From an optimization exercise on the open Yosys and OpenROAD flow, aimed at small area and a short achievable clock period; shortcuts taken in it are not production practice. RTL that was checked went through simulation tests only; none was proved equivalent to the original. Only the layout flow was run in runs 2 to 8; the RTL was not checked for function there. Power figures rest on the tool's default switching activity, not on a simulated workload.

[design/flow/flow/run.sh]
#!/bin/bash
set -euo pipefail
export BUFFER_PORTS_ARGS="-buffer_cell sky130_fd_sc_hd__buf_1"
export CTS_ARGS="-sink_clustering_enable -sink_clustering_size 150 -sink_clustering_max_diameter 1000 -buf_list sky130_fd_sc_hd__clkbuf_8 -root_buf sky130_fd_sc_hd__clkbuf_8 -repair_clock_nets"
bash standard.sh finish > standard_flow.log 2>&1
[design/flow/standard.sh]
#!/bin/bash
# synth_recipe.tcl (not shown) runs the flow's synth.tcl, then flattens the netlist and writes it again
# the make line also repeats each setting of config.mk as NAME=value (left out here)
make -C /OpenROAD-flow-scripts/flow DESIGN_CONFIG=/design/flow/config.mk WORK_HOME=/design/flow/orfs CLKGATE_MAP_FILE= SYNTH_SCRIPT=/design/flow/synth_recipe.tcl "${@:-finish}"
[design/flow/config.mk]
export PLATFORM = sky130hd
export DESIGN_NAME = kojisan_scale
export DESIGN_NICKNAME = kojisan_scale
export VERILOG_FILES = /design/flow/design.v
export SDC_FILE = /design/flow/constraint.sdc
export NUM_CORES = 4
export LEC_CHECK = 0
export CAP_MARGIN = 20
export CORE_MARGIN = 2
export CORE_UTILIZATION = 40
export SLEW_MARGIN = 20
[design/flow/constraint.sdc]
create_clock -name core_clock -period 10.0 [get_ports {clk}]
set_input_delay 2.0000 -clock core_clock [delete_from_list [all_inputs] [get_ports {clk}]]
set_output_delay 2.0000 -clock core_clock [all_outputs]
set_load 0.01 [all_outputs]
[design/flow/design.v]
module kojisan_scale (
    input  wire        clk,
    input  wire        rst,
    input  wire        in_valid,
    input  wire        in_sel,
    input  wire [15:0] in_raw,
    output reg         out_valid,
    output reg         out_sel,
    output reg  [31:0] out_q
);
    reg [15:0] r1; reg s1, v1;
    reg [20:0] p2; reg s2, v2;
    reg [23:0] n3; reg s3, v3;
    wire [20:0] p25 = {1'b0, r1, 4'b0000} + {2'b00, r1, 3'b000} + {5'b00000, r1};
    wire [23:0] n = s2 ? {1'b0, p2, 2'b00} : ({p2, 3'b000} - {3'b000, p2});
    wire [56:0] w = {1'b0, n3, 8'd0, n3} + {17'd0, n3, 16'd0}
                  + (s3 ? 57'h000000001000000 : 57'h1d3000001000000);
    always @(posedge clk) begin
        if (rst) begin v1 <= 1'b0; v2 <= 1'b0; v3 <= 1'b0; out_valid <= 1'b0; end
        else begin v1 <= in_valid; v2 <= v1; v3 <= v2; out_valid <= v3; end
        r1 <= in_raw; s1 <= in_sel;
        p2 <= p25;    s2 <= s1;
        n3 <= n;      s3 <= s2;
        out_q <= w[56:25]; out_sel <= s3;
    end
endmodule
==> flow_summary.json, run 1 <==
{
  "yosysTopAreaCell": "dfxtp_1",
  "pre_cts_slack_ns": 7.03,
  "drc": 0,
  "rsz0062_at_grt": "no",
  "insertion_delay_ns": 0.38,
  "final_nets": 723,
  "yosysMostFrequentCell": "dfxtp_1",
  "setup_viol": 0,
  "muxShareOfSynthArea": 0.00185,
  "drt-total-wl_um": 10300,
  "finalCritPeriodShare": 0.298,
  "layout_min_cycle_time_ns": 2.98,
  "finalPower_mw": 1.94,
  "required_ns": 10.27,
  "drtIter0Drc": 213,
  "post_dp_cell_area_um2": 5780,
  "ys_warn_count": 1,
  "synth_area_um2": 5400,
  "fillers": 1308,
  "yosysSeqAreaShare": 0.374,
  "syn_avg_cell_area_um2": 9.23,
  "grt-ovfl-total": 0,
  "fin_skew_ns": 0.0123,
  "areaGrowthSynthToFinish_pct": 10.7,
  "synth_top_family_by_area": "compound AO/OA/AOI/OAI gates",
  "io_pins": 54,
  "gp_congestion": 0.917,
  "cts_tree": "done",
  "synth_xor_area_frac": 0.0908,
  "die_h_um": 120,
  "synth_top_area_frac": 0.374,
  "hold_class": "reg -> reg",
  "synth_ff_type": "dfxtp_1",
  "postCtsSetupRepairBufs": 0,
  "cts_root_buf": "clkbuf_8",
  "start_kind": "flop",
  "synth_fa_ha_area_frac": 0.171,
  "die_w_um": 120,
  "slew_headroom": 0.697,
  "cp_max_fo": 3,
  "synth_edf_count": 0,
  "async_reset_ff_frac": 0,
  "max_cap_violations": 0,
  "clk_path_buf_depth": 2,
  "synth_top_cells_by_count": "dfxtp_1, nand2_1, ha_1",
  "grt_max_degree": 50,
  "ys_seq_elements": 101,
  "detail-route-antenna-nets": 0,
  "ir_worst_vdd_mv": 0.123,
  "endpoint_kind": "flop",
  "crit_buf_inv": 0,
  "fin_cells": 818,
  "vias": 4045,
  "cts_buffers": 9,
  "grt_pass1_wl_um": 17800,
  "crit_arrival_ns": 3.25,
  "worst_slew_pin_slew_ns": 0.448,
  "dp.cells": 802,
  "dr.pass1.iters": 4,
  "tns_ns": 0,
  "synthDistinctLibCells": 58,
  "dpl.hpwl_um": 8270,
  "synth-simple-area-share": 0.144,
  "rows": 42,
  "htreeDepth": 3,
  "cts_num_sinks": 101,
  "path_cells": "fa_1 > ha_1 > fa_1 > a21o_1 > a21o_1 > a21oi_1 > o21ai_1 > a21oi_1 > nor3_1 > a311o_1",
  "start_util": 0.409,
  "syn_inst": 585,
  "synth_compound_area_frac": 0.183,
  "crit_slowest_cell": "dfxtp_1",
  "die-area_um2": 14400,
  "path_delay_family": "compound AO/OA/AOI/OAI gates",
  "finalWorstSetupSlack_ns": 7.02,
  "fmaxAchievable_mhz": 335,
  "finalHoldViolations": 0,
  "grt_pass1_vias": 3971,
  "leakagePower_nw": 2.55,
  "core_area_um2": 13200,
  "powerDensity_nw_per_um2": 325,
  "drive_above_1_share": 0.0483,
  "routedWlPerCell_um": 12.5,
  "grt_use_total": 0.153,
  "num_antenna_cells": 0,
  "finalMaxSlewViolations": 0,
  "cts.repair.resized": 0,
  "postLayoutCellArea_um2": 5980,
  "routed_via_density": 4.94,
  "grt_antenna_before_repair": 0,
  "status": "complete, no violations",
  "postCtsHoldBufs": 0,
  "path_class": "reg -> reg",
  "io_buffers": 53,
  "worst_path_largest_cell_delay_ns": 0.45,
  "clk_pin_slew_ns": 0.09,
  "synth_area_leaders": "dfxtp_1, ha_1, xnor2_1"
}
[final cells by class]
class	count	area, µm²	area share
inverter	36	135	0.0226
tap	176	220	0.0368
clock inverter	7	80.1	0.0134
timing repair buffer	54	206	0.0345
clock buffer	9	124	0.0207
sequential	101	2020	0.338
multi-input combinational	435	3190	0.534
[flip-flops by register name (all words and copies together) (netlist names)]
register and cells:
out_valid 1, v2 1, out_sel 1, s3 1, v1 1, s2 1, p2 21, v3 1
s1 1, out_q 32, n3 24, r1 16
[power breakdown]
part	total (mW)	internal [mW]	switching (mW)
Sequential	0.664	0.552	0.112
Combinational	1.02	0.436	0.585
Clock	0.260	0.119	0.140
Total	1.94	1.11	0.836
[final timing paths]
path                            startpoint  cells past startpoint  slack, ns  endpoint
worst min-delay path                    s1                      0       0.33        s2
worst max register to register       r1[4]                     10       7.02    p2[14]
worst max-delay path                 r1[4]                     10       7.02    p2[14]
worst min register to register          s1                      0       0.33        s2
[per-layer routing]
| layer | global-route usage | routed length [µm] |
|---|---|---|
| met5 | 0 | 0 |
| met4 | 0.0757 | 327 |
| met2 | 0.250 | 4700 |
| met3 | 0.0392 | 516 |
| met1 | 0.188 | 4710 |
[cells by family (layout without fill, tap and decap cells)]
| family | Yosys count | after routing |
|---|---|---|
| compound gates | 155 | 155 |
| xor+xnor | 56 | 56 |
| fa+ha+maj | 66 | 66 |
| buf+inv | 49 | 106 |
| flops | 101 | 101 |
| mux | 1 | 1 |
| simple gates | 157 | 157 |
[per-stage QoR]
step	hold WS, ns	util
2_1_floorplan	0.310	-
3_5_place_dp	0.316	0.438
4_1_cts	0.339	0.453
6_report	0.334	0.453
5_1_grt	0.341	0.453
3_3_place_gp	0.312	0.438
[cell usage in the layout, fill, tap and decap left out, types with 2 or more instances in the layout]
cell type  netlist  layout
xor2_1          25      25
nand2_1         61      61
o211ai_1         3       3
o22ai_1          3       3
and4_1           2       2
o31a_1           2       2
a41oi_1          3       3
nor3b_1          2       2
nand3_1         10      10
nand4_1          4       4
o21a_1           7       7
or3_1            4       4
nor4b_2          2       2
fa_1            13      13
a21o_1           9       9
or2_2            3       3
a311oi_1         2       2
and2_1           2       2
nor2b_1         13      13
nor3_1           6       6
o21ai_0         36      36
nand2b_1         7       7
a21oi_1         50      50
and3_1           3       3
nor2_1          32      32
dfxtp_1        101     101
buf_1            1      53
a211oi_1         2       2
clkbuf_8         0       9
xnor2_1         31      31
a31oi_1          6       6
ha_1            53      53
o21ai_1          9       9
o31ai_1          4       4
inv_1           36      36
o21bai_1         5       5
inv_6            0       3
==> inputs of run 2 (changes only) <==
==> design/flow/design.v (replaced) <==
module kojisan_scale (
    input  wire        clk,
    input  wire        rst,
    input  wire        in_valid,
    input  wire        in_sel,
    input  wire [15:0] in_raw,
    output reg         out_valid,
    output reg         out_sel,
    output reg  [31:0] out_q
);
    reg [15:0] r1; reg s1, v1;
    reg [23:0] n3; reg s3, v3;
    wire [23:0] n  = s1 ? r1 * 24'd100 : r1 * 24'd175;
    wire [56:0] w = {1'b0, n3, 8'd0, n3} + {17'd0, n3, 16'd0}
                  + (s3 ? 57'h000000001000000 : 57'h1d3000001000000);
    always @(posedge clk) begin
        if (rst) begin v1 <= 1'b0; v3 <= 1'b0; out_valid <= 1'b0; end
        else begin v1 <= in_valid; v3 <= v1; out_valid <= v3; end
        r1 <= in_raw; s1 <= in_sel;
        n3 <= n;      s3 <= s1;
        out_q <= w[56:25]; out_sel <= s3;
    end
endmodule
==> design/flow/run.sh (new file) <==
#!/bin/bash
# synth_recipe.tcl (not shown) runs the flow's synth.tcl, then flattens the netlist and writes it again
# the make line also repeats each setting of config.mk as NAME=value (left out here)
make -C /OpenROAD-flow-scripts/flow DESIGN_CONFIG=/design/flow/config.mk WORK_HOME=/design/flow/orfs CLKGATE_MAP_FILE= SYNTH_SCRIPT=/design/flow/synth_recipe.tcl finish
removed: design/flow/flow/run.sh
removed: design/flow/standard.sh
==> run 2 against run 1 <==
  * Still clean on timing, DRC and antenna
  * Die area grew 36%
  * Combinational power grew 57%
  * Flip-flop and latch count shrank 23
  * Synthesized cell count grew 39%
  * Critical endpoint is now n3[23]
  * Largest power group unchanged
==> flow_summary.json, run 2 <==
{
  "drive_above_1_share": 0.0451,
  "dpl.hpwl_um": 13300,
  "start_kind": "flop",
  "rsz0062_at_grt": "no",
  "worst_path_largest_cell_delay_ns": 0.57,
  "die_h_um": 140,
  "dp.cells": 1079,
  "routedWlPerCell_um": 14.4,
  "multi_input_area_um2": 5120,
  "synth_area_um2": 7440,
  "finalPower_mw": 2.47,
  "areaGrowthSynthToFinish_pct": 13.7,
  "cpMostUsedCell": "fa_1",
  "detail-route-antenna-nets": 0,
  "clk_pin_slew_ns": 0.06,
  "setup_viol": 0,
  "synth_ff_type": "dfxtp_1",
  "seqCellArea_um2": 1560,
  "worstSetupEndpoint": "n3[23]",
  "start_util": 0.411,
  "cts_num_sinks": 78,
  "path_cells": "ha_1 > fa_1 > fa_1 > inv_1 > fa_1 > inv_1 > ha_1 > a21oi_1 > nor2_1 > a211oi_1 > a31o_4 > nor4b_2 > a211oi_2 > mux2_4",
  "postCtsSetupRepairBufs": 0,
  "grt_use_total": 0.170,
  "syn_avg_cell_area_um2": 9.15,
  "async_reset_ff_frac": 0,
  "slew_headroom": 0.606,
  "synth_compound_area_frac": 0.147,
  "endpoint_kind": "flop",
  "worst_slew_pin_slew_ns": 0.587,
  "routed_via_density": 4.91,
  "yosysTopAreaCell": "dfxtp_1",
  "reg2regPathDepth": 14,
  "dr.pass1.iters": 4,
  "synth_top_area_frac": 0.210,
  "die_w_um": 140,
  "synth-simple-area-share": 0.104,
  "largest_register": "out_q",
  "drtIter0Drc": 240,
  "hold_class": "reg -> reg",
  "cts_tree": "done",
  "grt_pass1_vias": 5441,
  "crit_slowest_cell": "dfxtp_1",
  "synth_edf_count": 0,
  "clk_path_buf_depth": 2,
  "rows": 49,
  "synth_top_family_by_area": "adder cells",
  "num_antenna_cells": 0,
  "grt_pass1_wl_um": 27000,
  "powerDensity_nw_per_um2": 293,
  "grt_max_degree": 48,
  "htreeDepth": 3,
  "grt-ovfl-total": 0,
  "cp_max_fo": 7,
  "postCtsHoldBufs": 0,
  "max_cap_violations": 0,
  "final_cell_mix": "inv_1, ha_1, dfxtp_1, fa_1, clkdlybuf4s50_1",
  "yosysSeqAreaShare": 0.210,
  "layout_commonest_cell": "inv_1",
  "top_regs": "out_q (32), n3 (24), r1 (16)",
  "leakagePower_nw": 4.18,
  "io_pins": 54,
  "path_class": "reg -> reg",
  "synth_area_leaders": "dfxtp_1, ha_1, fa_1",
  "synth_fa_ha_area_frac": 0.372,
  "fin_cells": 1094,
  "worstReg2RegEnd": "n3[23]",
  "io_buffers": 53,
  "cts_buffers": 9,
  "fin_skew_ns": 0.0143,
  "drc": 0,
  "ir_worst_vdd_mv": 0.115,
  "finalMaxSlewViolations": 0,
  "core_area_um2": 18100,
  "final_nets": 1064,
  "synthDistinctLibCells": 71,
  "muxShareOfSynthArea": 0.00908,
  "fmaxAchievable_mhz": 214,
  "synth_top_cells_by_count": "inv_1, ha_1, dfxtp_1",
  "tns_ns": 0,
  "finalCritPeriodShare": 0.467,
  "fillers": 1751,
  "insertion_delay_ns": 0.35,
  "die-area_um2": 19700,
  "synth_xor_area_frac": 0.0565,
  "layout_min_cycle_time_ns": 4.67,
  "status": "complete, no violations",
  "ys_warn_count": 1,
  "crit_arrival_ns": 4.90,
  "vias": 5374,
  "cts_root_buf": "clkbuf_16",
  "grt_antenna_before_repair": 0,
  "rrSetupSlack_ns": 5.33,
  "drt-total-wl_um": 15800,
  "required_ns": 10.23,
  "largest_reg_flops": 32,
  "yosysMostFrequentCell": "inv_1",
  "ys_seq_elements": 78,
  "startpoint": "r1[5]",
  "gp_congestion": 0.876,
  "timing.rr.start": "r1[5]",
  "cts.repair.resized": 0,
  "finalHoldViolations": 0,
  "syn_inst": 813
}
==> run 2: cell count changes after synthesis, sizes merged, moves of 13 or more <==
cell,before,now
nand2,61,45
fa,13,64
ha,53,119
a21o,9,22
dfxtp,101,78
inv,36,169
==> run 2: power by group <==
| group | total, mW | internal [mW] | switching (mW) |
|---|---|---|---|
| clock network | 0.354 | 0.217 | 0.137 |
| registers | 0.516 | 0.436 | 0.0806 |
| logic | 1.60 | 0.714 | 0.889 |
| total | 2.47 | 1.37 | 1.11 |
==> run 2: how the worst min path moves through the flow <==
| stage | start | end | depth (start not counted) |
|---|---|---|---|
| finish | s3 | out_sel | 0 |
| global placement | s3 | out_sel | 0 |
| global route | s3 | out_sel | 0 |
| floorplan | s3 | out_sel | 0 |
| CTS | s3 | out_sel | 0 |
| detailed placement | s3 | out_sel | 0 |
==> run 2: cells by family (layout without fill, tap and decap cells) <==
group                      after synthesis  after routing
muxes                                    6              6
buffers and inverters                  186            238
DFF                                     78             78
and+or+nand+nor                        148            148
AOI/OAI and AO/OA                      164            164
xor gates and xnor gates                48             48
adders and majority gates              183            183
==> run 2: layer usage <==
layer,global-route usage,vias to the layer above,part of all wire
met5,0,-,0
met4,0.0484,0,0.014
met3,0.0260,16,0.029
met2,0.273,89,0.45
met1,0.238,2479,0.51
li1,-,2790,-
==> run 2: area by class of cell <==
cell class,count,area share
multi-input combinational,549,0.606
sequential,78,0.185
inverter,169,0.0750
timing repair buffer,54,0.0636
tap,229,0.0339
clock buffer,9,0.0266
clock inverter,6,0.0104
==> run 2: worst max-delay path: cells and delay by family (launching register included) <==
family                     cells  cell delay, ns
and+or+nand+nor                2            0.12
buffers and inverters          2            0.09
AOI/OAI and AO/OA              4            1.17
muxes                          1            0.31
DFF                            1            0.57
adders and majority gates      5            2.28
==> run 2: through the flow <==
stage	hold WS (ns)	util	setup slack (ns)	area, µm²
2_1_floorplan	0.331	-	5.76	7440
3_3_place_gp	0.336	0.450	5.37	8140
3_5_place_dp	0.340	0.450	5.33	8140
4_1_cts	0.347	0.468	5.33	8460
5_1_grt	0.361	0.468	5.00	8460
6_report	0.348	0.468	5.33	8460
==> inputs of run 3 (changes only) <==
--- a/design/flow/design.v
+++ b/design/flow/design.v
@@ -10,7 +10,10 @@
 );
     reg [15:0] r1; reg s1, v1;
     reg [23:0] n3; reg s3, v3;
-    wire [23:0] n  = s1 ? r1 * 24'd100 : r1 * 24'd175;
+    wire [23:0] t1 = s1 ? {2'b0, r1, 6'b0} : {1'b0, r1, 7'b0};
+    wire [23:0] t3 = s1 ? {6'b0, r1, 2'b0} : {4'b0, r1, 4'b0};
+    wire [23:0] t4 = s1 ? 24'd0 : ~{8'd0, r1};
+    wire [23:0] n  = t1 + {3'b0, r1, 5'b0} + t3 + t4 + {23'd0, ~s1};
     wire [56:0] w = {1'b0, n3, 8'd0, n3} + {17'd0, n3, 16'd0}
                   + (s3 ? 57'h000000001000000 : 57'h1d3000001000000);
     always @(posedge clk) begin
==> run 3 against run 2 <==
  * Still clean on timing, DRC and antenna
  * Utilization grew 2.9 points
  * Global-route usage is 0.58 points lower
  * Routed wire length fell by 36%
  * First-iteration DRC count decreased by 9.2%
  * Worst hold slack better by 0.051 ns
  * Die area is 35% lower
  * Clock skew down 0.0070 ns
  * Sequential power about the same
  * Final cell count is 33% lower
  * Non-clock buffer count down 1
  * Combinational power is 43% lower
  * Critical path type unchanged
==> flow_summary.json, run 3 <==
{
  "status": "complete, no violations",
  "fin_skew_ns": 0.00724,
  "fillers": 1079,
  "io_pins": 54,
  "path_class": "reg -> reg",
  "ys_seq_elements": 78,
  "vias": 3697,
  "dpl.hpwl_um": 8260,
  "leakagePower_nw": 2.66,
  "synth_edf_count": 0,
  "grt_antenna_before_repair": 0,
  "num_antenna_cells": 0,
  "die-area_um2": 12900,
  "routed_via_density": 5.04,
  "yosysTopAreaCell": "dfxtp_1",
  "seq_power_share": 0.297,
  "finalMaxSlewViolations": 0,
  "synth_area_leaders": "dfxtp_1, fa_1, ha_1",
  "die_h_um": 113,
  "cts_buffers": 9,
  "largest_reg_flops": 32,
  "multi_input_area_um2": 2950,
  "powerDensity_nw_per_um2": 302,
  "htreeDepth": 3,
  "rows": 39,
  "worst_slew_pin_slew_ns": 0.971,
  "start_util": 0.415,
  "ys_warn_count": 1,
  "io_buffers": 53,
  "grt-ovfl-total": 0,
  "synth_top_area_frac": 0.326,
  "grt_pass1_wl_um": 16900,
  "postCtsSetupRepairBufs": 0,
  "async_reset_ff_frac": 0,
  "syn_avg_cell_area_um2": 9.01,
  "dr.pass1.iters": 4,
  "largest_register": "out_q",
  "cp_max_fo": 55,
  "clk_path_buf_depth": 2,
  "finalCritPeriodShare": 0.470,
  "final_nets": 678,
  "layout_min_cycle_time_ns": 4.70,
  "cts_root_buf": "clkbuf_16",
  "ir_worst_vdd_mv": 0.0963,
  "drt-total-wl_um": 10100,
  "drc": 0,
  "hold_class": "reg -> reg",
  "top_regs": "out_q (32), n3 (24), r1 (16)",
  "tns_ns": 0,
  "drive_above_1_share": 0.0491,
  "p_switching_uw": 695,
  "required_ns": 10.27,
  "slew_headroom": 0.353,
  "start_kind": "flop",
  "cts.repair.resized": 0,
  "final_core_util": 0.496,
  "die_w_um": 113,
  "layout_commonest_cell": "dfxtp_1",
  "final_cell_mix": "dfxtp_1, inv_1, a21oi_1, clkdlybuf4s50_1, nand2_1",
  "synthDistinctLibCells": 53,
  "synth_ff_type": "dfxtp_1",
  "synth_top_cells_by_count": "dfxtp_1, inv_1, a21oi_1",
  "areaGrowthSynthToFinish_pct": 19.7,
  "finalHoldViolations": 0,
  "fmaxAchievable_mhz": 213,
  "finalPower_mw": 1.73,
  "rsz0062_at_grt": "no",
  "yosysSeqAreaShare": 0.326,
  "postCtsHoldBufs": 0,
  "crit_arrival_ns": 4.97,
  "grt_pass1_vias": 3560,
  "seqCellArea_um2": 1560,
  "pre_cts_slack_ns": 5.32,
  "core_area_um2": 11600,
  "dp.cells": 718,
  "detail-route-antenna-nets": 0,
  "grt_use_total": 0.164,
  "switching_share": 0.401,
  "synth_area_um2": 4800,
  "grt_max_degree": 56,
  "endpoint_kind": "flop",
  "insertion_delay_ns": 0.34,
  "internal_power_mw": 1.04,
  "setup_viol": 0,
  "routedWlPerCell_um": 13.8,
  "cts_tree": "done",
  "max_cap_violations": 0,
  "clkPwrFrac": 0.179,
  "clk_pin_slew_ns": 0.06,
  "fin_cells": 734,
  "drtIter0Drc": 218,
  "yosysMostFrequentCell": "dfxtp_1",
  "finalWorstSetupSlack_ns": 5.30,
  "syn_inst": 532,
  "cts_num_sinks": 78,
  "gp_congestion": 0.880,
  "combPwrFrac": 0.524
}
run 3: cell count changes in the layout (fill, tap and decap cells not counted), sizes merged, moves of 7 or more:
| cell | change |
|---|---|
| o31ai | -8 |
| a21oi | +13 |
| o21ai | -18 |
| inv | -105 |
| a211oi | -7 |
| nor2 | +7 |
| ha | -77 |
| fa | -34 |
run 3: critical path: stages, from the launching register on:
cell and delay, ns:
dfxtp_2 0.96, inv_1 0.47, a21boi_0 0.35, fa_1 0.48
fa_1 0.51, inv_1 0.04, ha_1 0.35, a21o_1 0.21
a21o_1 0.17, a221oi_1 0.32, o21ai_2 0.13, a221o_1 0.34
a21oi_1 0.17, xnor2_1 0.13
run 3: stage by stage:
| stage | hold slack (ns) | area [µm²] |
|---|---|---|
| CTS | 0.402 | 5740 |
| global placement | 0.405 | 5460 |
| finish | 0.399 | 5740 |
| detailed placement | 0.397 | 5460 |
| global route | 0.410 | 5740 |
| floorplan | 0.363 | 4800 |
run 3: area by class of cell:
class                           instances  area share
Inverter                               62      0.0405
Sequential cell                        78       0.272
Clock buffer                            9      0.0392
Multi-Input combinational cell        382       0.514
Clock inverter                          7      0.0102
Timing Repair Buffer                   53      0.0924
Tap cell                              143      0.0312
run 3: per-layer routing:
| metal | track usage | part of all wire |
|---|---|---|
| met1 | 0.206 | 0.45 |
| met2 | 0.287 | 0.49 |
| met3 | 0.0340 | 0.040 |
| met4 | 0.0463 | 0.012 |
| met5 | 0 | 0 |
run 3: final timing paths:
check | start | to | slack (ns) | cells after the start
setup / recovery | s1 | n3[23] | 5.30 | 13
hold / removal | s3 | out_sel | 0.40 | 0
setup reg to reg | s1 | n3[23] | 5.30 | 13
hold reg to reg | s3 | out_sel | 0.40 | 0
run 3: kinds of logic after synthesis:
kind of cell               count (synthesis)  synth area share
adders and majority gates                 72             0.235
other                                      1          0.000782
muxes                                      2           0.00417
buffers and inverters                     73            0.0595
DFF                                       78             0.326
and+or+nand+nor                          138             0.130
AOI/OAI and AO/OA                        124             0.165
xor gates and xnor gates                  44            0.0804
run 3: power by group through the flow:
stage	clock network [mW]	logic, mW	registers, mW
2_1_floorplan	0	0.607	0.528
3_3_place_gp	0	0.901	0.520
3_5_place_dp	0	0.906	0.523
4_1_cts	0.319	0.911	0.516
5_1_grt	0.336	1.01	0.528
6_report	0.310	0.908	0.515
==> inputs of run 4 (changes only) <==
==> design/flow/design.v (replaced) <==
module kojisan_scale (
    input  wire        clk,
    input  wire        rst,
    input  wire        in_valid,
    input  wire        in_sel,
    input  wire [15:0] in_raw,
    output reg         out_valid,
    output reg         out_sel,
    output reg  [31:0] out_q
);
    function automatic [31:0] radd(input [31:0] a, input [31:0] b, input cin);
        integer i;
        reg c;
        begin
            c = cin;
            for (i = 0; i < 32; i = i + 1) begin
                radd[i] = a[i] ^ b[i] ^ c;
                c = (a[i] & b[i]) | (c & (a[i] ^ b[i]));
            end
        end
    endfunction
    reg [15:0] r1; reg s1, v1;
    reg [20:0] p2; reg s2, v2;
    reg [23:0] n3; reg s3, v3;
    wire [31:0] r32 = {16'd0, r1};
    wire [31:0] p5  = radd(r32 << 2, r32, 1'b0);
    wire [31:0] p25 = radd(p5 << 2, p5, 1'b0);
    wire [31:0] pp  = {11'd0, p2};
    wire [31:0] n   = s2 ? (pp << 2) : radd(pp << 3, ~pp, 1'b1);
    wire [31:0] nn  = {8'd0, n3};
    wire [31:0] cs  = radd({24'd0, nn[23:16]}, {23'd0, nn[8:0]}, 1'b0);
    wire        c25 = cs[8] | cs[9];
    wire [31:0] q0  = radd({nn[24:0], 7'd0}, {17'd0, nn[23:9]}, c25);
    wire [31:0] q   = s3 ? q0 : radd(q0, 32'hE9800000, 1'b0);
    always @(posedge clk) begin
        if (rst) begin v1 <= 1'b0; v2 <= 1'b0; v3 <= 1'b0; out_valid <= 1'b0; end
        else begin v1 <= in_valid; v2 <= v1; v3 <= v2; out_valid <= v3; end
        r1 <= in_raw; s1 <= in_sel;
        p2 <= p25[20:0]; s2 <= s1;
        n3 <= n[23:0];   s3 <= s2;
        out_q <= q;      out_sel <= s3;
    end
endmodule
==> run 4 against run 3 <==
  * Routed wire length down 40%
  * Critical path depth increased by 31
  * Via count decreased by 39%
  * Sequential share of layout area increased by 10 points
  * Combinational power is 25% lower
  * Clock-buffer cell count is 1 higher
  * Largest power group unchanged
  * Flip-flop and latch count grew 23
  * Clock skew rose by 0.0040 ns
  * Synthesized cell count fell by 37%
  * Synthesized area down 6.5%
  * Worst hold slack worse by 0.056 ns
==> flow_summary.json, run 4 <==
{
  "grt-ovfl-total": 0,
  "finalMaxSlewViolations": 0,
  "rsz0062_at_grt": "no",
  "postCtsHoldBufs": 0,
  "clk_pin_slew_ns": 0.10,
  "io_buffers": 53,
  "routedWlPerCell_um": 11.2,
  "yosysMostFrequentCell": "dfxtp_1",
  "crit_arrival_ns": 9.26,
  "dr.pass1.iters": 4,
  "areaGrowthSynthToFinish_pct": 20.2,
  "syn_avg_cell_area_um2": 13.3,
  "gp_congestion": 0.881,
  "crit_buf_inv": 7,
  "layout_min_cycle_time_ns": 8.97,
  "final_cell_mix": "dfxtp_1, inv_1, fa_1, clkdlybuf4s50_1, ha_1",
  "die_h_um": 110,
  "slew_headroom": 0.677,
  "fillers": 961,
  "synth_ff_type": "dfxtp_1",
  "fmaxAchievable_mhz": 111,
  "required_ns": 10.28,
  "crit_slowest_cell": "dfxtp_1",
  "hold_class": "reg -> reg",
  "synth_top_area_frac": 0.451,
  "worst_path_largest_cell_delay_ns": 0.47,
  "grt_max_degree": 27,
  "worst_slew_pin_slew_ns": 0.484,
  "routed_via_density": 4.15,
  "die_w_um": 110,
  "die-area_um2": 12100,
  "cp_max_fo": 3,
  "rows": 38,
  "drc": 0,
  "powerDensity_nw_per_um2": 304,
  "start_util": 0.412,
  "yosysSeqAreaShare": 0.451,
  "async_reset_ff_frac": 0,
  "cts_tree": "done",
  "drtIter0Drc": 51,
  "finalPower_mw": 1.64,
  "leakagePower_nw": 2.54,
  "ys_seq_elements": 101,
  "grt_antenna_before_repair": 0,
  "path_delay_family": "adder cells",
  "drive_above_1_share": 0.0645,
  "num_antenna_cells": 0,
  "final_core_util": 0.495,
  "grt_pass1_vias": 2362,
  "synth_area_um2": 4480,
  "detail-route-antenna-nets": 0,
  "yosysTopAreaCell": "dfxtp_1",
  "io_pins": 54,
  "core_area_um2": 10900,
  "largest_reg_flops": 32,
  "drt-total-wl_um": 6080,
  "grt_use_total": 0.116,
  "layout_commonest_cell": "dfxtp_1",
  "insertion_delay_ns": 0.35,
  "vias": 2255,
  "htreeDepth": 3,
  "cts_root_buf": "clkbuf_8",
  "synthDistinctLibCells": 23,
  "finalHoldViolations": 0,
  "clk_path_buf_depth": 2,
  "final_nets": 519,
  "synth_top_cells_by_count": "dfxtp_1, inv_1, fa_1",
  "endpoint_kind": "flop",
  "syn_inst": 337,
  "status": "complete, no violations",
  "grt_pass1_wl_um": 10500,
  "cpMostUsedCell": "ha_1",
  "fin_skew_ns": 0.0112,
  "dpl.hpwl_um": 4920,
  "cts.repair.resized": 0,
  "finalCritPeriodShare": 0.897,
  "postCtsSetupRepairBufs": 0,
  "largest_register": "out_q",
  "top_regs": "out_q (32), n3 (24), p2 (21)",
  "path_class": "reg -> reg",
  "ir_worst_vdd_mv": 0.130,
  "synth_area_leaders": "dfxtp_1, fa_1, ha_1",
  "setup_viol": 0,
  "cts_num_sinks": 101,
  "max_cap_violations": 0,
  "synth_edf_count": 0,
  "cts_buffers": 9,
  "start_kind": "flop",
  "fin_cells": 543,
  "tns_ns": 0,
  "dp.cells": 527,
  "ys_warn_count": 1
}
-- run 4: changes by cell type after synthesis, sizes merged, moves of 10 or more --
cell	previous run	this run
mux2i	2	17
nor3	12	1
nor2	44	2
nand3	10	0
o21ai	20	7
xor2	17	1
dfxtp	78	101
a21o	17	0
inv	62	74
nand2	47	6
fa	30	56
xnor2	27	5
a21oi	53	0
-- run 4: final timing paths --
kind              startpoint   endpoint  slack [ns]  cells after the start
setup / recovery      n3[20]  out_q[30]        1.03                     44
hold / removal            s1         s2        0.34                      0
setup reg to reg      n3[20]  out_q[30]        1.03                     44
hold reg to reg           s1         s2        0.34                      0
-- run 4: final cells by class --
cell class,count,area [µm²],share of cell area
inverters,74,278,0.0515
repair buffers,54,538,0.0998
clock inverters,6,93.8,0.0174
multi-input cells,158,2140,0.398
clock buffers,10,138,0.0255
well taps,140,175,0.0325
flip-flops and latches,101,2020,0.375
-- run 4: kinds of logic (layout without fill, tap and decap cells) --
logic type,after synthesis,after routing,synth area share
fa+ha+maj,101,101,0.376
flops,101,101,0.451
buf+inv,78,144,0.0704
mux,23,23,0.0547
simple gates,16,16,0.0184
compound gates,12,12,0.0162
xor+xnor,6,6,0.0134
-- run 4: layer usage --
| layer | share of wire | global-route usage | routed length, µm | vias up |
|---|---|---|---|---|
| li1 | - | - | - | 1149 |
| met4 | 0.030 | 0.0651 | 182 | 0 |
| met1 | 0.48 | 0.152 | 2920 | 1039 |
| met5 | 0 | 0 | 0 | - |
| met2 | 0.44 | 0.178 | 2670 | 57 |
| met3 | 0.050 | 0.0237 | 305 | 10 |
-- run 4: worst register-to-register path, delay by kind of cell (launching register included) --
kind | cells | cell delay [ns]
adder cells (fa/ha/maj) | 33 | 7.50
AO/OA/AOI/OAI | 4 | 0.63
flip-flops | 1 | 0.47
buffers and inverters | 7 | 0.34
-- run 4: power breakdown --
group	internal [mW]	switching, mW
registers	0.570	0.101
clock network	0.150	0.139
logic	0.362	0.316
-- run 4: metrics by stage --
stage	setup WS, ns	hold WS, ns	instance area (µm²)
after global routing	0.526	0.353	5390
after global placement	1.15	0.314	5160
final	1.03	0.343	5390
after detailed placement	1.01	0.315	5160
after floorplan	1.51	0.310	4480
after CTS	1.02	0.342	5390
==> inputs of run 5 (changes only) <==
--- a/design/flow/config.mk
+++ b/design/flow/config.mk
@@ -5,6 +5,7 @@
 export SDC_FILE = /design/flow/constraint.sdc
 export NUM_CORES = 4
 export LEC_CHECK = 0
+export ABC_AREA = 1
 export CAP_MARGIN = 20
 export CORE_MARGIN = 2
 export CORE_UTILIZATION = 40
==> run 5 against run 4 <==
  * Still clean
  * Clock-buffer cell count did not move
  * Synthesized cell count rose by 14%
  * Clock power fell by 15%
  * Non-clock buffer count did not move
  * Register-to-register slack got worse by 0.40 ns
  * Power fell by 6.2%
  * Critical path depth rose by 13
  * Worst hold slack got worse by 0.0057 ns
  * Largest power group is now sequential cells
  * Highest routed layer unchanged
==> flow_summary.json, run 5 <==
{
  "status": "complete, no violations",
  "grt-ovfl-total": 0,
  "tns_ns": 0,
  "io_pins": 54,
  "final_nets": 565,
  "synth_top_area_frac": 0.453,
  "ys_seq_elements": 101,
  "syn_inst": 385,
  "largest_register": "out_q",
  "io_buffers": 53,
  "insertion_delay_ns": 0.36,
  "path_class": "reg -> reg",
  "startpoint": "n3[17]",
  "postLayoutCellArea_um2": 5360,
  "max_cap_violations": 0,
  "largest_reg_flops": 32,
  "clk_pin_slew_ns": 0.10,
  "crit_arrival_ns": 9.65,
  "yosysTopAreaCell": "dfxtp_1",
  "dpl.hpwl_um": 4900,
  "synth_edf_count": 0,
  "core_area_um2": 10800,
  "cts_buffers": 9,
  "whs_path_depth": 0,
  "post_dp_cell_area_um2": 5170,
  "die_w_um": 110,
  "rsz0062_at_grt": "no",
  "layout_min_cycle_time_ns": 9.38,
  "areaGrowthSynthToFinish_pct": 20.1,
  "rows": 38,
  "vias": 2388,
  "start_util": 0.411,
  "cts_num_sinks": 101,
  "cts.repair.resized": 0,
  "drtIter0Drc": 67,
  "cts_root_buf": "clkbuf_8",
  "gp_congestion": 0.837,
  "synth_area_leaders": "dfxtp_1, fa_1, ha_1",
  "endpoint_kind": "flop",
  "cpMostUsedCell": "ha_1",
  "detail-route-antenna-nets": 0,
  "finalHoldViolations": 0,
  "pre_cts_slack_ns": 0.603,
  "cts_tree": "done",
  "grt_max_degree": 33,
  "grt_pass1_vias": 2503,
  "postCtsHoldBufs": 0,
  "rrSetupSlack_ns": 0.62,
  "synthDistinctLibCells": 12,
  "synth_top_cells_by_count": "dfxtp_1, inv_1, fa_1",
  "start_kind": "flop",
  "fin_skew_ns": 0.00717,
  "setup_viol": 0,
  "ys_warn_count": 1,
  "final_cell_mix": "dfxtp_1, inv_1, fa_1, clkdlybuf4s50_1",
  "layout_commonest_cell": "dfxtp_1",
  "yosysMostFrequentCell": "dfxtp_1",
  "cp_max_fo": 4,
  "required_ns": 10.27,
  "num_antenna_cells": 0,
  "worstReg2RegEnd": "out_q[31]",
  "die-area_um2": 12000,
  "ir_worst_vdd_mv": 0.129,
  "crit_slowest_cell": "dfxtp_1",
  "async_reset_ff_frac": 0,
  "clk_path_buf_depth": 2,
  "hold_class": "reg -> reg",
  "finalCritPeriodShare": 0.938,
  "grt_antenna_before_repair": 0,
  "grt_use_total": 0.119,
  "leakagePower_nw": 2.57,
  "drt-total-wl_um": 6090,
  "drive_above_1_share": 0.0379,
  "die_h_um": 110,
  "dr.pass1.iters": 4,
  "finalPower_mw": 1.53,
  "routedWlPerCell_um": 10.3,
  "drc": 0,
  "syn_avg_cell_area_um2": 11.6,
  "synth_ff_type": "dfxtp_1",
  "routed_via_density": 4.05,
  "worst_slew_pin_slew_ns": 0.569,
  "worstSetupEndpoint": "out_q[31]",
  "htreeDepth": 3,
  "finalMaxSlewViolations": 0,
  "grt_pass1_wl_um": 10800,
  "worst_path_largest_cell_delay_ns": 0.42,
  "yosysSeqAreaShare": 0.453,
  "fmaxAchievable_mhz": 107,
  "top_regs": "out_q (32), n3 (24), p2 (21)",
  "postCtsSetupRepairBufs": 0,
  "reg2regPathDepth": 57,
  "finalWorstSetupSlack_ns": 0.625,
  "slew_headroom": 0.620,
  "timing.rr.start": "n3[17]",
  "powerDensity_nw_per_um2": 286,
  "synth_area_um2": 4460
}
==> run 5: cell types whose count changed after synthesis, moves of 5 or more <==
cell,delta
inv_1,+14
nor2b_1,-5
nor2_1,+10
o21ai_0,+16
nand2_1,+40
mux2i_1,-17
==> run 5: logic make-up after synthesis <==
logic type | count (synthesis) | synth area share
adder cells (fa/ha/maj) | 101 | 0.378
flip-flops | 101 | 0.453
buffers and inverters | 94 | 0.0802
AND/OR/NAND/NOR | 57 | 0.0480
AO/OA/AOI/OAI | 26 | 0.0292
XOR/XNOR | 6 | 0.0118
==> run 5: cell type report <==
type	count	area [µm²]
Clock buffer	10	138
Clock inverter	6	55.1
Fill cell	987	5480
Inverter	88	330
Multi-Input combinational cell	190	2080
Sequential cell	101	2020
Tap cell	140	175
Timing Repair Buffer	54	558
==> run 5: routing by layer <==
layer | track usage | part of all wire | up-vias | wire, µm
met5 | 0 | 0 | - | 0
met3 | 0.0362 | 0.052 | 12 | 317
met2 | 0.197 | 0.47 | 54 | 2880
li1 | - | - | 1256 | -
met4 | 0.0552 | 0.023 | 0 | 142
met1 | 0.142 | 0.45 | 1066 | 2760
==> run 5: worst min-delay path by stage <==
| stage | startpoint | endpoint | slack, ns |
|---|---|---|---|
| finish | s1 | s2 | 0.34 |
| global route | s1 | s2 | 0.35 |
| CTS | s1 | s2 | 0.34 |
| detailed placement | s1 | s2 | 0.31 |
| global placement | s1 | s2 | 0.32 |
| floorplan | s1 | s2 | 0.31 |
==> run 5: critical path, delay by kind of cell (launching register included) <==
kind          cells  cell delay, ns
fa+ha+maj        33            7.52
xor+xnor          1            0.14
buf+inv           8            0.41
simple gates     15            0.81
flops             1            0.42
==> run 5: stage by stage <==
stage	hold WS, ns	util	cells
2_1_floorplan	0.310	-	385
3_3_place_gp	0.316	0.474	572
3_5_place_dp	0.315	0.477	573
4_1_cts	0.341	0.494	589
5_1_grt	0.352	0.494	589
6_report	0.337	0.494	589
==> run 5: power by group <==
group          internal [mW]  switching (mW)  leakage [nW]  total (mW)
logic                  0.321           0.300          1.62       0.621
registers              0.565           0.103         0.850       0.668
clock network          0.102           0.143        0.0994       0.246
==> inputs of run 6 (changes only) <==
==> design/flow/design.v (replaced) <==
module kojisan_scale (
    input  wire        clk,
    input  wire        rst,
    input  wire        in_valid,
    input  wire        in_sel,
    input  wire [15:0] in_raw,
    output reg         out_valid,
    output reg         out_sel,
    output reg  [31:0] out_q
);
    function automatic [31:0] bkadd(input [31:0] a, input [31:0] b, input cin);
        reg [31:0] g, p, x;
        integer l, i;
        begin
            x = a ^ b;
            g = a & b;
            p = x;
            g[0] = g[0] | (p[0] & cin);
            for (l = 0; l < 5; l = l + 1)
                for (i = 0; i < 32; i = i + 1)
                    if ((i % (2 << l)) == (2 << l) - 1) begin
                        g[i] = g[i] | (p[i] & g[i - (1 << l)]);
                        p[i] = p[i] & p[i - (1 << l)];
                    end
            for (l = 3; l >= 0; l = l - 1)
                for (i = 0; i < 32; i = i + 1)
                    if (i >= (3 << l) - 1 && (i % (2 << l)) == (1 << l) - 1) begin
                        g[i] = g[i] | (p[i] & g[i - (1 << l)]);
                        p[i] = p[i] & p[i - (1 << l)];
                    end
            bkadd = x ^ {g[30:0], cin};
        end
    endfunction
    function automatic [63:0] bkadd64(input [63:0] a, input [63:0] b, input cin);
        reg [63:0] g, p, x;
        integer l, i;
        begin
            x = a ^ b;
            g = a & b;
            p = x;
            g[0] = g[0] | (p[0] & cin);
            for (l = 0; l < 6; l = l + 1)
                for (i = 0; i < 64; i = i + 1)
                    if ((i % (2 << l)) == (2 << l) - 1) begin
                        g[i] = g[i] | (p[i] & g[i - (1 << l)]);
                        p[i] = p[i] & p[i - (1 << l)];
                    end
            for (l = 4; l >= 0; l = l - 1)
                for (i = 0; i < 64; i = i + 1)
                    if (i >= (3 << l) - 1 && (i % (2 << l)) == (1 << l) - 1) begin
                        g[i] = g[i] | (p[i] & g[i - (1 << l)]);
                        p[i] = p[i] & p[i - (1 << l)];
                    end
            bkadd64 = x ^ {g[62:0], cin};
        end
    endfunction
    reg [15:0] r1; reg s1, v1;
    reg [20:0] p2; reg s2, v2;
    reg [23:0] n3; reg s3, v3;
    wire [20:0] p25 = {1'b0, r1, 4'b0000} + {2'b00, r1, 3'b000} + {5'b00000, r1};
    wire [31:0] pp  = {11'd0, p2};
    wire [31:0] n   = bkadd(pp << 3, ~(s2 ? pp << 2 : pp), 1'b1);
    wire [63:0] w   = bkadd64({23'd0, 1'b0, n3, 8'h01, n3[23:16]},
                              {23'd0, s3 ? 9'h000 : 9'h1D3, 8'h00, n3}, 1'b0);
    always @(posedge clk) begin
        if (rst) begin v1 <= 1'b0; v2 <= 1'b0; v3 <= 1'b0; out_valid <= 1'b0; end
        else begin v1 <= in_valid; v2 <= v1; v3 <= v2; out_valid <= v3; end
        r1 <= in_raw; s1 <= in_sel;
        p2 <= p25;       s2 <= s1;
        n3 <= n[23:0];   s3 <= s2;
        out_q <= w[40:9]; out_sel <= s3;
    end
endmodule
==> design/flow/flow/run.sh (new file) <==
#!/bin/bash
set -euo pipefail
export BUFFER_PORTS_ARGS="-buffer_cell sky130_fd_sc_hd__buf_1"
bash standard.sh finish > standard_flow.log 2>&1
==> design/flow/standard.sh (new file) <==
#!/bin/bash
# synth_recipe.tcl (not shown) runs the flow's synth.tcl, then flattens the netlist and writes it again
# the make line also repeats each setting of config.mk as NAME=value (left out here)
make -C /OpenROAD-flow-scripts/flow DESIGN_CONFIG=/design/flow/config.mk WORK_HOME=/design/flow/orfs CLKGATE_MAP_FILE= SYNTH_SCRIPT=/design/flow/synth_recipe.tcl "${@:-finish}"
--- a/design/flow/config.mk
+++ b/design/flow/config.mk
@@ -5,8 +5,10 @@
 export SDC_FILE = /design/flow/constraint.sdc
 export NUM_CORES = 4
 export LEC_CHECK = 0
-export ABC_AREA = 1
 export CAP_MARGIN = 20
 export CORE_MARGIN = 2
 export CORE_UTILIZATION = 40
+export CTS_BUF_LIST = sky130_fd_sc_hd__clkbuf_8
+export CTS_CLUSTER_DIAMETER = 100
+export CTS_CLUSTER_SIZE = 40
 export SLEW_MARGIN = 20
removed: design/flow/run.sh
==> run 6 against run 5 <==
  * Still clean on timing, DRC and antenna
  * Routed wire length up 28%
  * Flip-flop and latch count unchanged
  * Sequential share of layout area down 1.4 points
  * Critical path type unchanged
  * Largest cell class unchanged
==> flow_summary.json, run 6 <==
{
  "die_w_um": 116,
  "grt_pass1_vias": 3144,
  "start_util": 0.412,
  "layout_min_cycle_time_ns": 3.12,
  "postCtsSetupRepairBufs": 0,
  "syn_avg_cell_area_um2": 11.5,
  "seq_power_share": 0.392,
  "ys_seq_elements": 101,
  "combPwrFrac": 0.462,
  "finalCritPeriodShare": 0.312,
  "dpl.hpwl_um": 6570,
  "die-area_um2": 13300,
  "num_antenna_cells": 0,
  "path_cells": "buf_4 > mux2i_1 > ha_1 > and4_1 > a221oi_2 > o22ai_2 > a41oi_2 > o21a_1 > o21a_2 > o21a_1 > fa_1 > inv_1",
  "detail-route-antenna-nets": 0,
  "finalHoldViolations": 0,
  "fmaxAchievable_mhz": 320,
  "ir_worst_vdd_mv": 0.121,
  "drt-total-wl_um": 7830,
  "finalHoldWorstSlack_ns": 0.346,
  "io_buffers": 53,
  "synth_edf_count": 0,
  "ys_warn_count": 1,
  "drtIter0Drc": 42,
  "grt_use_total": 0.132,
  "vias": 3063,
  "cts.repair.resized": 0,
  "required_ns": 10.34,
  "leakagePower_nw": 2.57,
  "worst_slew_pin_slew_ns": 0.462,
  "largest_reg_flops": 32,
  "timing.rr.start": "s2",
  "grt-ovfl-total": 0,
  "rsz0062_at_grt": "no",
  "top_regs": "out_q (32), n3 (24), p2 (21)",
  "fin_skew_ns": 0.0162,
  "startpoint": "s2",
  "synth_top_area_frac": 0.407,
  "clk_pin_slew_ns": 0.10,
  "drc": 0,
  "min_from": "s1",
  "io_pins": 54,
  "cts_tree": "done",
  "final_nets": 608,
  "areaGrowthSynthToFinish_pct": 12.0,
  "die_h_um": 116,
  "final_cell_mix": "dfxtp_1, ha_1, buf_1, inv_1, fa_1",
  "endpoint_kind": "flop",
  "synthDistinctLibCells": 43,
  "worst_path_largest_cell_delay_ns": 0.40,
  "max_cap_violations": 0,
  "switching_share": 0.397,
  "cp_max_fo": 24,
  "htreeDepth": 3,
  "routed_via_density": 4.59,
  "grt_max_degree": 25,
  "tns_ns": 0,
  "crit_arrival_ns": 3.46,
  "core_area_um2": 12100,
  "cts_root_buf": "clkbuf_8",
  "pre_cts_slack_ns": 6.86,
  "rows": 40,
  "synth_area_leaders": "dfxtp_1, ha_1, fa_1",
  "cpMostUsedCell": "o21a_1",
  "largest_register": "out_q",
  "cts_num_sinks": 101,
  "async_reset_ff_frac": 0,
  "layout_commonest_cell": "dfxtp_1",
  "synth_top_cells_by_count": "dfxtp_1, ha_1, inv_1",
  "slew_headroom": 0.691,
  "clk_path_buf_depth": 2,
  "grt_pass1_wl_um": 13700,
  "grt_antenna_before_repair": 0,
  "start_kind": "flop",
  "postCtsHoldBufs": 0,
  "synth_ff_type": "dfxtp_1",
  "setup_viol": 0,
  "p_switching_uw": 679,
  "clkPwrFrac": 0.146,
  "yosysTopAreaCell": "dfxtp_1",
  "routedWlPerCell_um": 11.7,
  "gp_congestion": 0.791,
  "finalWorstSetupSlack_ns": 6.88,
  "cts_buffers": 9,
  "hold_class": "reg -> reg",
  "status": "complete, no violations",
  "drive_above_1_share": 0.0540,
  "finalMaxSlewViolations": 0,
  "synth_area_um2": 4970,
  "insertion_delay_ns": 0.39,
  "syn_inst": 433,
  "yosysSeqAreaShare": 0.407,
  "internal_power_mw": 1.03,
  "powerDensity_nw_per_um2": 307,
  "dr.pass1.iters": 4,
  "crit_slowest_cell": "fa_1",
  "path_class": "reg -> reg",
  "yosysMostFrequentCell": "dfxtp_1"
}
-- run 6: cell count changes in the layout (fill, tap and decap cells not counted), sizes merged, moves of 20 or more --
cell	change
buf	+53
clkdlybuf4s50	-53
inv	-48
nand2	-29
fa	-26
mux2i	+20
-- run 6: worst paths after layout --
| path | endpoint | slack [ns] | cells past startpoint |
|---|---|---|---|
| hold reg to reg | s2 | 0.35 | 0 |
| hold / removal | s2 | 0.35 | 0 |
| setup / recovery | n3[22] | 6.88 | 12 |
| setup reg to reg | n3[22] | 6.88 | 12 |
-- run 6: critical path: cells and delay by family, from the launching register on --
kind / cells / cell delay (ns)
AOI/OAI and AO/OA: 6 / 1.14
adders and majority gates: 2 / 0.68
buffers and inverters: 2 / 0.40
DFF: 1 / 0.32
muxes: 1 / 0.29
and+or+nand+nor: 1 / 0.22
-- run 6: area by class of cell --
class	instances	area, µm²
Clock inverter	6	62.6
Tap cell	168	210
Fill cell	1162	6490
Multi-Input combinational cell	291	2790
Clock buffer	10	138
Inverter	38	143
Sequential cell	101	2020
Timing Repair Buffer	54	206
-- run 6: cell families (layout without fill, tap and decap cells) --
family	after synthesis	count (layout)	share of synthesized area
AND/OR/NAND/NOR	67	67	0.0684
multiplexers	20	20	0.0428
AO/OA/AOI/OAI	70	70	0.0984
adder cells (fa/ha/maj)	93	93	0.279
buffers and inverters	41	108	0.0325
flip-flops	101	101	0.407
XOR/XNOR	41	41	0.0722
-- run 6: metrics by stage --
stage	instance area, µm²	std cells	utilization	total power, mW
floorplan	4970	433	-	1.26
global placement	5370	652	0.445	1.47
detailed placement	5370	652	0.445	1.49
CTS	5570	668	0.462	1.75
global route	5570	668	0.462	1.89
finish	5570	668	0.462	1.71
-- run 6: power by group through the flow --
stage                     clock network (mW)  logic, mW  registers, mW
after floorplan                            0      0.571          0.694
after detailed placement                   0      0.804          0.685
after CTS                              0.263      0.808          0.675
after global placement                     0      0.789          0.682
final                                  0.250      0.790          0.671
after global routing                   0.280      0.922          0.693
-- run 6: per-layer routing --
metal / global-route usage / part of all wire
met5: 0 / 0
met4: 0.0498 / 0.020
met3: 0.0507 / 0.051
met2: 0.223 / 0.47
met1: 0.151 / 0.46
==> inputs of run 7 (changes only) <==
==> design/flow/flow/run.sh (replaced) <==
#!/bin/bash
set -euo pipefail
export BUFFER_PORTS_ARGS="-buffer_cell sky130_fd_sc_hd__buf_1"
export SETUP_SLACK_MARGIN=7.1
bash standard.sh finish > standard_flow.log 2>&1
==> run 7 against run 6 <==
  * Still clean
  * Non-clock buffer count increased by 11
  * Sequential power about the same
  * Register-to-register slack better by 0.23 ns
  * Worst setup slack improved by 0.23 ns
  * First-iteration DRC count is 67% higher
  * Utilization up 1.4 points
  * Final cell count up 1.6%
  * Critical path depth stayed put
  * Synthesized cell count stayed put
  * Final area grew 2.9%
  * Clock power shrank 7%
  * Critical path type unchanged
  * Critical endpoint is now n3[15]
==> flow_summary.json, run 7 <==
{
  "status": "complete, no violations",
  "start_kind": "flop",
  "timing.rr.start": "s2",
  "areaGrowthSynthToFinish_pct": 15.3,
  "routedWlPerCell_um": 11.6,
  "ys_seq_elements": 101,
  "cts_buffers": 9,
  "num_antenna_cells": 0,
  "grt_max_degree": 19,
  "fin_skew_ns": 0.0102,
  "synth_ff_type": "dfxtp_1",
  "whs_endpoint": "s2",
  "synth_top_area_frac": 0.407,
  "finalCritPeriodShare": 0.289,
  "vias": 3080,
  "finalPower_mw": 1.76,
  "highest_layer": "met4",
  "path_cells": "buf_12 > mux2i_2 > ha_1 > and4_1 > a221oi_2 > o22ai_2 > a41oi_2 > nor2b_1 > o21ai_1 > nand2b_1 > fa_1 > xor2_1",
  "reg2regPathDepth": 12,
  "max_cap_violations": 0,
  "postCtsHoldBufs": 0,
  "yosysMostFrequentCell": "dfxtp_1",
  "finalHoldWorstSlack_ns": 0.334,
  "drc": 0,
  "yosysSeqAreaShare": 0.407,
  "layout_min_cycle_time_ns": 2.89,
  "grt_antenna_before_repair": 0,
  "die_h_um": 116,
  "insertion_delay_ns": 0.38,
  "top_regs": "out_q (32), n3 (24), p2 (21)",
  "rrSetupSlack_ns": 7.11,
  "powerDensity_nw_per_um2": 306,
  "synth_top_cells_by_count": "dfxtp_1, ha_1, inv_1",
  "dpl.hpwl_um": 6360,
  "crit_arrival_ns": 3.16,
  "clk_pin_slew_ns": 0.10,
  "tns_ns": 0,
  "drtIter0Drc": 70,
  "clk_path_buf_depth": 2,
  "rsz0062_at_grt": "yes",
  "fin_cells": 679,
  "finalHoldViolations": 0,
  "path_class": "reg -> reg",
  "dr_wl_met2_um": 3680,
  "largest_register": "out_q",
  "synth_area_um2": 4970,
  "final_nets": 619,
  "start_util": 0.412,
  "required_ns": 10.27,
  "synth_edf_count": 0,
  "leakagePower_nw": 2.67,
  "io_buffers": 53,
  "gp_congestion": 0.797,
  "detail-route-antenna-nets": 0,
  "path_delay_family": "compound AO/OA/AOI/OAI gates",
  "final_cell_mix": "dfxtp_1, ha_1, inv_1, buf_1, fa_1",
  "whs_path_depth": 0,
  "ys_warn_count": 1,
  "io_pins": 54,
  "htreeDepth": 3,
  "rows": 40,
  "largest_reg_flops": 32,
  "worstReg2RegEnd": "n3[15]",
  "synth_area_leaders": "dfxtp_1, ha_1, fa_1",
  "crit_buf_inv": 1,
  "dr.pass1.iters": 4,
  "cts_tree": "done",
  "cts_num_sinks": 101,
  "drive_above_1_share": 0.115,
  "crit_slowest_cell": "fa_1",
  "core_area_um2": 12100,
  "cts_root_buf": "clkbuf_8",
  "finalMaxSlewViolations": 0,
  "synthDistinctLibCells": 43,
  "worst_slew_pin_slew_ns": 0.347,
  "slew_headroom": 0.766,
  "grt-ovfl-total": 0,
  "syn_inst": 433,
  "drt-met1-wl_um": 3660,
  "async_reset_ff_frac": 0,
  "hold_class": "reg -> reg",
  "grt_pass1_vias": 2986,
  "fmaxAchievable_mhz": 346,
  "worst_path_largest_cell_delay_ns": 0.38,
  "grt_pass1_wl_um": 13600,
  "cp_max_fo": 11,
  "die_w_um": 116,
  "ir_worst_vdd_mv": 0.149,
  "routed_via_density": 4.54,
  "yosysTopAreaCell": "dfxtp_1",
  "grt_use_total": 0.131,
  "endpoint_kind": "flop",
  "wl_met3_um": 379,
  "die-area_um2": 13300,
  "final_core_util": 0.476,
  "layout_commonest_cell": "dfxtp_1",
  "setup_viol": 0,
  "syn_avg_cell_area_um2": 11.5,
  "drt-total-wl_um": 7910,
  "dp.cells": 652,
  "min_from": "s1"
}
-- run 7: changes by cell type in the layout (fill, tap and decap cells not counted), sizes merged --
| cell | before | now |
|---|---|---|
| buf | 54 | 50 |
| bufbuf | 0 | 1 |
| clkbuf | 10 | 23 |
| clkinvlp | 0 | 2 |
| inv | 43 | 42 |
-- run 7: logic make-up after synthesis --
logic type                 after synthesis  share of synthesized area
AOI/OAI and AO/OA                       70                     0.0984
xor gates and xnor gates                41                     0.0722
adders and majority gates               93                      0.279
buffers and inverters                   41                     0.0325
DFF                                    101                      0.407
muxes                                   20                     0.0428
and+or+nand+nor                         67                     0.0684
-- run 7: power breakdown --
part           leakage [nW]  total, mW  switching, mW  internal, mW
clock                0.0911      0.232          0.138        0.0940
combinational          1.73      0.851          0.448         0.402
sequential            0.851      0.673          0.105         0.568
total                  2.67       1.76          0.691          1.06
-- run 7: final cells by class --
class | instances | area (µm²)
Fill cell | 1114 | 6330
Multi-Input combinational cell | 291 | 2830
Sequential cell | 101 | 2030
Timing Repair Buffer | 65 | 344
Tap cell | 168 | 210
Inverter | 38 | 143
Clock buffer | 9 | 124
Clock inverter | 7 | 58.8
-- run 7: worst max path at each step --
stage,startpoint,to,slack (ns),depth (start not counted)
after floorplan,s2,n3[23],7.13,13
after global placement,s2,n3[22],6.97,12
after detailed placement,s2,n3[22],6.82,12
after CTS,s2,n3[23],7.06,12
after global routing,s2,n3[15],6.94,12
final,s2,n3[15],7.11,12
-- run 7: stage by stage --
stage	worst slack, ns	area, µm²
after global routing	6.94	5740
after global placement	6.97	5370
after CTS	7.06	5650
final	7.11	5740
after floorplan	7.13	4980
after detailed placement	6.82	5370
-- run 7: what timing repair did --
item | in CTS | in global routing
pin swaps | 5 | 5
buffers inserted | 3 | 7
cloned | 1 | 0
hold endpoints to repair | 0 | 0
resized for setup | 8 | 22
setup endpoints to repair | 10 | 25
-- run 7: per-layer routing --
| layer | up-vias | track usage |
|---|---|---|
| li1 | 1622 | - |
| met1 | 1382 | 0.162 |
| met2 | 63 | 0.212 |
| met3 | 13 | 0.0429 |
| met4 | 0 | 0.0554 |
| met5 | - | 0 |
==> inputs of run 8 (changes only) <==
--- a/design/flow/design.v
+++ b/design/flow/design.v
@@ -8,29 +8,6 @@
     output reg         out_sel,
     output reg  [31:0] out_q
 );
-    function automatic [31:0] bkadd(input [31:0] a, input [31:0] b, input cin);
-        reg [31:0] g, p, x;
-        integer l, i;
-        begin
-            x = a ^ b;
-            g = a & b;
-            p = x;
-            g[0] = g[0] | (p[0] & cin);
-            for (l = 0; l < 5; l = l + 1)
-                for (i = 0; i < 32; i = i + 1)
-                    if ((i % (2 << l)) == (2 << l) - 1) begin
-                        g[i] = g[i] | (p[i] & g[i - (1 << l)]);
-                        p[i] = p[i] & p[i - (1 << l)];
-                    end
-            for (l = 3; l >= 0; l = l - 1)
-                for (i = 0; i < 32; i = i + 1)
-                    if (i >= (3 << l) - 1 && (i % (2 << l)) == (1 << l) - 1) begin
-                        g[i] = g[i] | (p[i] & g[i - (1 << l)]);
-                        p[i] = p[i] & p[i - (1 << l)];
-                    end
-            bkadd = x ^ {g[30:0], cin};
-        end
-    endfunction
     function automatic [63:0] bkadd64(input [63:0] a, input [63:0] b, input cin);
         reg [63:0] g, p, x;
         integer l, i;
@@ -59,7 +36,7 @@
     reg [23:0] n3; reg s3, v3;
     wire [20:0] p25 = {1'b0, r1, 4'b0000} + {2'b00, r1, 3'b000} + {5'b00000, r1};
     wire [31:0] pp  = {11'd0, p2};
-    wire [31:0] n   = bkadd(pp << 3, ~(s2 ? pp << 2 : pp), 1'b1);
+    wire [23:0] n   = s2 ? {1'b0, p2, 2'b00} : ({p2, 3'b000} - {3'b000, p2});
     wire [63:0] w   = bkadd64({23'd0, 1'b0, n3, 8'h01, n3[23:16]},
                               {23'd0, s3 ? 9'h000 : 9'h1D3, 8'h00, n3}, 1'b0);
     always @(posedge clk) begin
==> run 8 against run 7 <==
  * Still clean
  * Synthesized cell count up 33%
  * Combinational power up 17%
  * Clock skew shrank 0.00071 ns
  * Critical endpoint is now out_q[8]
  * First-iteration DRC count grew to 3.1 times the previous value
  * Worst setup slack gained 0.044 ns
  * Critical path type is now reg -> out
  * Routed wire length up 41%
  * Register-to-register slack better by 0.11 ns
==> flow_summary.json, run 8 <==
{
  "status": "complete, no violations",
  "io_pins": 54,
  "die_h_um": 122,
  "async_reset_ff_frac": 0,
  "setup_viol": 0,
  "fin_skew_ns": 0.00946,
  "ys_seq_elements": 101,
  "max_cap_violations": 0,
  "ys_warn_count": 1,
  "reg2regPathDepth": 10,
  "synth_top_cells_by_count": "dfxtp_1, ha_1, inv_1",
  "timing.rr.start": "r1[0]",
  "finalHoldWorstSlack_ns": 0.337,
  "min_from": "s1",
  "path_delay_family": "flip-flops",
  "fillers": 1371,
  "final_cell_mix": "dfxtp_1, ha_1, inv_1, nand2_1, a21oi_1",
  "whs_path_depth": 0,
  "powerDensity_nw_per_um2": 312,
  "synthDistinctLibCells": 66,
  "finalWorstSetupSlack_ns": 7.15,
  "hold_class": "reg -> reg",
  "grt-ovfl-total": 0,
  "ir_worst_vdd_mv": 0.105,
  "synth_edf_count": 0,
  "layout_commonest_cell": "dfxtp_1",
  "yosysTopAreaCell": "dfxtp_1",
  "worst_path_largest_cell_delay_ns": 0.33,
  "clk_path_buf_depth": 2,
  "top_regs": "out_q (32), n3 (24), p2 (21)",
  "cts_buffers": 9,
  "finalHoldViolations": 0,
  "areaGrowthSynthToFinish_pct": 9.91,
  "worstReg2RegEnd": "p2[14]",
  "rows": 43,
  "die-area_um2": 14900,
  "largest_register": "out_q",
  "rrSetupSlack_ns": 7.22,
  "rsz0062_at_grt": "yes",
  "grt_pass1_wl_um": 18600,
  "layout_min_cycle_time_ns": 2.85,
  "gp_congestion": 0.877,
  "synth_ff_type": "dfxtp_1",
  "start_kind": "flop",
  "num_antenna_cells": 0,
  "cts_root_buf": "clkbuf_8",
  "drc": 0,
  "drive_above_1_share": 0.0902,
  "insertion_delay_ns": 0.38,
  "tns_ns": 0,
  "fmaxAchievable_mhz": 351,
  "path_class": "reg -> out",
  "final_nets": 727,
  "leakagePower_nw": 2.68,
  "drt-total-wl_um": 11100,
  "syn_inst": 574,
  "drtIter0Drc": 215,
  "routedWlPerCell_um": 13.7,
  "core_area_um2": 13800,
  "io_buffers": 53,
  "grt_max_degree": 46,
  "synth_area_um2": 5580,
  "grt_antenna_before_repair": 0,
  "grt_pass1_vias": 4035,
  "dpl.hpwl_um": 9000,
  "start_util": 0.405,
  "die_w_um": 122,
  "finalMaxSlewViolations": 0,
  "clk_pin_slew_ns": 0.10,
  "synth_area_leaders": "dfxtp_1, ha_1, fa_1",
  "yosysSeqAreaShare": 0.362,
  "yosysMostFrequentCell": "dfxtp_1",
  "endpoint_kind": "primary output",
  "largest_reg_flops": 32,
  "whs_endpoint": "s2",
  "crit_slowest_cell": "dfxtp_1",
  "path_cells": "buf_1",
  "pre_cts_slack_ns": 7.11,
  "crit_arrival_ns": 0.85,
  "grt_use_total": 0.158,
  "synth_top_area_frac": 0.362,
  "detail-route-antenna-nets": 0,
  "dr.pass1.iters": 4,
  "cts_num_sinks": 101,
  "required_ns": 8.00,
  "crit_buf_inv": 1,
  "finalPower_mw": 1.92,
  "cp_max_fo": 1,
  "worst_slew_pin_slew_ns": 0.492,
  "syn_avg_cell_area_um2": 9.72,
  "cts_tree": "done",
  "slew_headroom": 0.672,
  "routed_via_density": 5.08,
  "finalCritPeriodShare": 0.285,
  "htreeDepth": 3,
  "vias": 4126
}
[run 8: changes by cell type after synthesis, moves of 5 or more]
cell      change
nand3_1       +7
nor2_1       +20
clkbuf_8      +5
nand2_1      +26
o21ai_0      +22
a21oi_1      +18
mux2i_1      -16
fa_1         -10
nor3_1        +8
o21a_1        +5
a211oi_1      +9
inv_1        +10
[run 8: cell families after synthesis]
family / Yosys count / synth area share
fa+ha+maj: 80 / 0.206
flops: 101 / 0.362
compound gates: 148 / 0.183
buf+inv: 61 / 0.0569
simple gates: 141 / 0.124
xor+xnor: 40 / 0.0628
mux: 3 / 0.00538
[run 8: stage by stage]
stage	instance area [µm²]	instances	utilization
global placement	5880	795	0.427
finish	6130	812	0.445
global route	6130	812	0.445
floorplan	5580	574	-
detailed placement	5880	795	0.427
CTS	6100	811	0.443
[run 8: worst max-delay path by stage]
stage / startpoint / endpoint / slack (ns) / cells past startpoint
finish: out_q[8] / out_q[8] / 7.15 / 1
global route: r1[0] / p2[14] / 7.03 / 10
CTS: out_q[29] / out_q[29] / 7.12 / 1
detailed placement: n3[21] / out_q[13] / 7.11 / 8
global placement: n3[1] / out_q[13] / 7.29 / 8
floorplan: r1[4] / p2[14] / 7.43 / 10
[run 8: power by group]
part           switching (mW)  internal, mW
logic                   0.579         0.414
clock network           0.140         0.127
registers               0.104         0.552
[run 8: what timing repair did]
action,CTS,global route
endpoints found under the setup margin,2,18
hold buffers,0,0
setup buffers,0,1
gates resized for setup,2,17
pin swaps,0,1
[run 8: layout make-up]
type / instances / area [µm²] / area share
Tap cell: 180 / 225 / 0.0367
Clock buffer: 10 / 138 / 0.0224
Multi-Input combinational cell: 412 / 3260 / 0.531
Inverter: 48 / 180 / 0.0294
Timing Repair Buffer: 55 / 233 / 0.0379
Clock inverter: 6 / 78.8 / 0.0128
Sequential cell: 101 / 2020 / 0.330
[run 8: per-layer routing]
layer | vias up | track usage | wire length (µm)
met4 | 0 | 0.0611 | 277
met1 | 1900 | 0.193 | 5110
met3 | 22 | 0.0379 | 447
li1 | 2121 | - | -
met5 | - | 0 | 0
met2 | 83 | 0.270 | 5300

-- port drivers added, routing unchanged --
How much do the figures lean on ideal ports? The routed layouts below were timed once more, with nothing changed but the port constraints. Step 1 assumes that a clkbuf_16 drives the clock port and a buf_2 every other input. Step 2 moves the port delays by t, midway between the first and last clock arrival at a register: inputs arrive t later, outputs are due t later. That takes back most of the time a late clock gives input paths. Three values: ideal ports, drivers, drivers and shift; two values: the first two.
run	shift t [ns]	slack for setup (ns)	slew at the worst register clock pin (ns)
run 1	0.408	7.018 / 7.018 / 7.018	0.10 / 0.10
run 2	0.386	5.332 / 5.332 / 5.332	0.07 / 0.07
run 3	0.370	5.296 / 5.296 / 5.296	0.06 / 0.06
run 4	0.380	1.027 / 1.027 / 1.027	0.10 / 0.10
run 5	0.391	0.625 / 0.625 / 0.625	0.10 / 0.10
run 6	0.410	6.878 / 6.878 / 6.878	0.10 / 0.10
run 7	0.402	7.110 / 7.111 / 7.111	0.10 / 0.10
run 8	0.404	7.155 / 7.121 / 7.224	0.10 / 0.10
After both steps setup and hold are still met in every run listed.
